Background: an optimization exercise with open tools, aiming at small area and a short achievable clock period. Do not read the settings as production practice. In this exercise RTL edits were held to simulation tests only and were not proved equivalent to the original. No activity file was given, so power comes from the tool's default toggle rates.

== job 101 ==
## rbcmd
module rbcmd (
    input  wire        clk,
    input  wire        rst,
    input  wire        clr,
    input  wire        wr_en,
    input  wire [7:0]  wr_data,
    input  wire        sleep_done,
    output wire        empty,
    output wire        full,
    output wire [7:0]  size,
    output wire        send_valid,
    output wire [1:0]  send_len,
    output wire [7:0]  send_b0,
    output wire [7:0]  send_b1,
    output wire [7:0]  send_b2,
    output wire        log_valid,
    output wire [3:0]  log_len,
    output wire [7:0]  log_b0,
    output wire [7:0]  log_b1,
    output wire [7:0]  log_b2,
    output wire [7:0]  log_b3,
    output wire [7:0]  log_b4,
    output wire [7:0]  log_b5,
    output wire [7:0]  log_b6,
    output wire [7:0]  log_b7,
    output wire [7:0]  log_b8,
    output wire [7:0]  log_b9,
    output wire [7:0]  log_b10,
    output wire [7:0]  log_b11,
    output wire [7:0]  log_b12,
    output wire [7:0]  log_b13,
    output wire [7:0]  log_b14,
    output wire        sleep_req,
    output wire [15:0] sleep_ms
);
    localparam [3:0] T_ECHO = 4'd1, T_ADD = 4'd2, T_DELAY = 4'd4, T_LOG = 4'd6;
    reg        s_ah, s_ap, x_echo, x_add, x_delay, x_log, s_dw;
    reg        t_add, t_delay;        
  ...
Size: ~3300 cells after synthesis, ~190 I/O pins.
clock: 10.0 ns
lec_check: 0
cap_margin: 20
core_margin: 2
core_utilization: 60
setup_slack_margin: 5
slew_margin: 20
synth_hierarchical: 1
standard.sh (not shown) runs the stock make flow with config.mk's settings and CLKGATE_MAP_FILE= SYNTH_SCRIPT=/design/flow/synth_recipe.tcl, a recipe that flattens the netlist after the stock synthesis.
==> flow/flow/run.sh <==
#!/bin/bash
# Layout flow: the standard flow (standard synthesis unchanged), with
#  - timing repair aimed at a setup slack of SETUP_MARGIN ns instead of 5,
#  - clock tree synthesis without dummy loads,
#  - every port on the bottom edge (flow/io.tcl, read before pin placement).
# The ORFS tools write their logs under orfs/logs; make's output is make.log.
set -uo pipefail
SETUP_MARGIN=5.3
CTS="-sink_clustering_enable -repair_clock_nets -dont_use_dummy_load"
bash standard.sh SETUP_SLACK_MARGIN=$SETUP_MARGIN "CTS_ARGS=$CTS" \
    PRE_IO_PLACEMENT_TCL=$PWD/flow/io.tcl finish > make.log 2>&1
==> flow/flow/io.tcl <==
# Keep every port on the bottom edge, so that the paths from the inputs to
# the outputs (rst and sleep_done gate the strobes) stay short.
set_io_pin_constraint -direction input -region bottom:*
set_io_pin_constraint -direction output -region bottom:*
Changes in job 102 relative to job 101:
-- flow/flow/run.sh --
<<< job 101, line 7
set -uo pipefail
SETUP_MARGIN=5.3
CTS="-sink_clustering_enable -repair_clock_nets -dont_use_dummy_load"
>>> job 102, line 7
set -uo pipefail
SETUP_MARGIN=5.6
CTS="-sink_clustering_enable -repair_clock_nets -dont_use_dummy_load"
[summary]
Setup slack: job 102 more than job 101. Compared with job 101, job 102 shows a higher number of cells on the critical path. On stage delay of the slowest cell on the critical path: between job 102 and job 101, it ends up higher for job 101. Area of the multi-input gates delta (job 102 -> job 101): insignificant. Job 102 did not stop at any stage, and its layout met the timing, DRC and antenna checks. When job 102 is measured against job 101, its total length of routed met3 wires turns out 950 microns higher. Job 102 vs job 101, instance count: job 102 higher. | CTS clock-pin slew for the worst setup and hold paths | job 102 vs job 101 | ≈ equal |. Changes observed in job 102 relative to job 101: maximum clock frequency grew by about 1.8%; number of clock sinks seen by CTS held steady.

* * *

Setup of the reference run:
Another version of the RTL of rbcmd (not shown whole).
For scale: about 3,300 cells after synthesis, about 1,700 flip-flops, roughly 64,000 µm² of cells after synthesis.
clock: 10.0 ns
lec_check: 0
cap_margin: 20
core_margin: 2
core_utilization: 60
setup_slack_margin: 5
slew_margin: 20
synth_hierarchical: 1
==> flow/flow/run.sh <==
#!/bin/bash
# Layout flow: the standard flow (standard synthesis unchanged), with
#  - timing repair aimed at a setup slack of SETUP_MARGIN ns instead of 5,
#  - clock tree synthesis without dummy loads and with clkbuf_4/8 buffers,
#  - every port on the bottom edge (flow/io.tcl, read before pin placement).
# The ORFS tools write their logs under orfs/logs; make's output is make.log.
set -uo pipefail
SETUP_MARGIN=5.25
CTS="-sink_clustering_enable -repair_clock_nets -dont_use_dummy_load -buf_list {sky130_fd_sc_hd__clkbuf_4 sky130_fd_sc_hd__clkbuf_8}"
bash standard.sh SETUP_SLACK_MARGIN=$SETUP_MARGIN "CTS_ARGS=$CTS" \
    PRE_IO_PLACEMENT_TCL=$PWD/flow/io.tcl finish > make.log 2>&1
Scripts as last shown in full above: flow/flow/io.tcl
The reference run has completed all stages; timing, DRC and antenna checks passed.
Edits applied to the flow inputs when going from the reference run to the trial run:
==> flow/flow/run.sh <==
#!/bin/bash
# Layout flow: the standard flow (standard synthesis unchanged), with
#  - timing repair aimed at a setup slack of SETUP_MARGIN ns instead of 5,
#  - clock tree synthesis without dummy loads,
#  - every port on the bottom edge (flow/io.tcl, read before pin placement).
# The ORFS tools write their logs under orfs/logs; make's output is make.log.
set -uo pipefail
SETUP_MARGIN=5.6
CTS="-sink_clustering_enable -repair_clock_nets -dont_use_dummy_load"
bash standard.sh SETUP_SLACK_MARGIN=$SETUP_MARGIN "CTS_ARGS=$CTS" \
    PRE_IO_PLACEMENT_TCL=$PWD/flow/io.tcl finish > make.log 2>&1
--- outcome ---
The wire length per cell after detailed routing reported for the trial run is greater than that of the reference run by about 3.4%. Summary of the comparison: combinational power share is higher in the trial run, relative to the reference run. Across both runs, met3 routed wirelength was higher for the trial run than for the reference run. The design area in the trial run was higher than what the reference run gave.

==> what the ideal ports hide <==
How much do the figures lean on ideal ports? The routed layouts below were timed once more, with nothing changed but the port constraints.
Step 1, drivers: a clkbuf_16 drives clk and a buf_2 each remaining input, both assumed.
Step 2 times the ports against the registers' clock, not the clock port: input delays grow and output delays shrink by t, the midpoint of the rising clock arrivals with the driver on.
Three values: ideal ports, drivers, drivers and shift; two values: the first two.
| run | t (ns) | setup slack, ns | worst setup path at the end | clock arrival spread, ns | max-slew violations | max-capacitance violations |
|---|---|---|---|---|---|---|
| job 101 | 0.809 | 5.165 / 4.967 / 4.815 | input to register | 0.067 / 0.067 | 0 / 0 | 0 / 0 |
| job 102 | 0.810 | 5.250 / 3.775 / 3.775 | input to output | 0.067 / 0.067 | 0 / 1 | 0 / 1 |
| the reference run | 0.972 | 4.917 / 4.847 / 4.951 | input to register | 0.082 / 0.081 | 0 / 0 | 0 / 0 |
| the trial run | 0.817 | 5.144 / 4.285 / 4.285 | input to output | 0.066 / 0.066 | 0 / 0 | 0 / 0 |
After both steps setup and hold are still met in every run listed. The drivers bring new slew violations in job 102. With drivers on, capacitance violations rise in job 102. The setup slack of job 102, which loses most, moves by -1.475 ns with the drivers and by -1.475 ns with both steps.
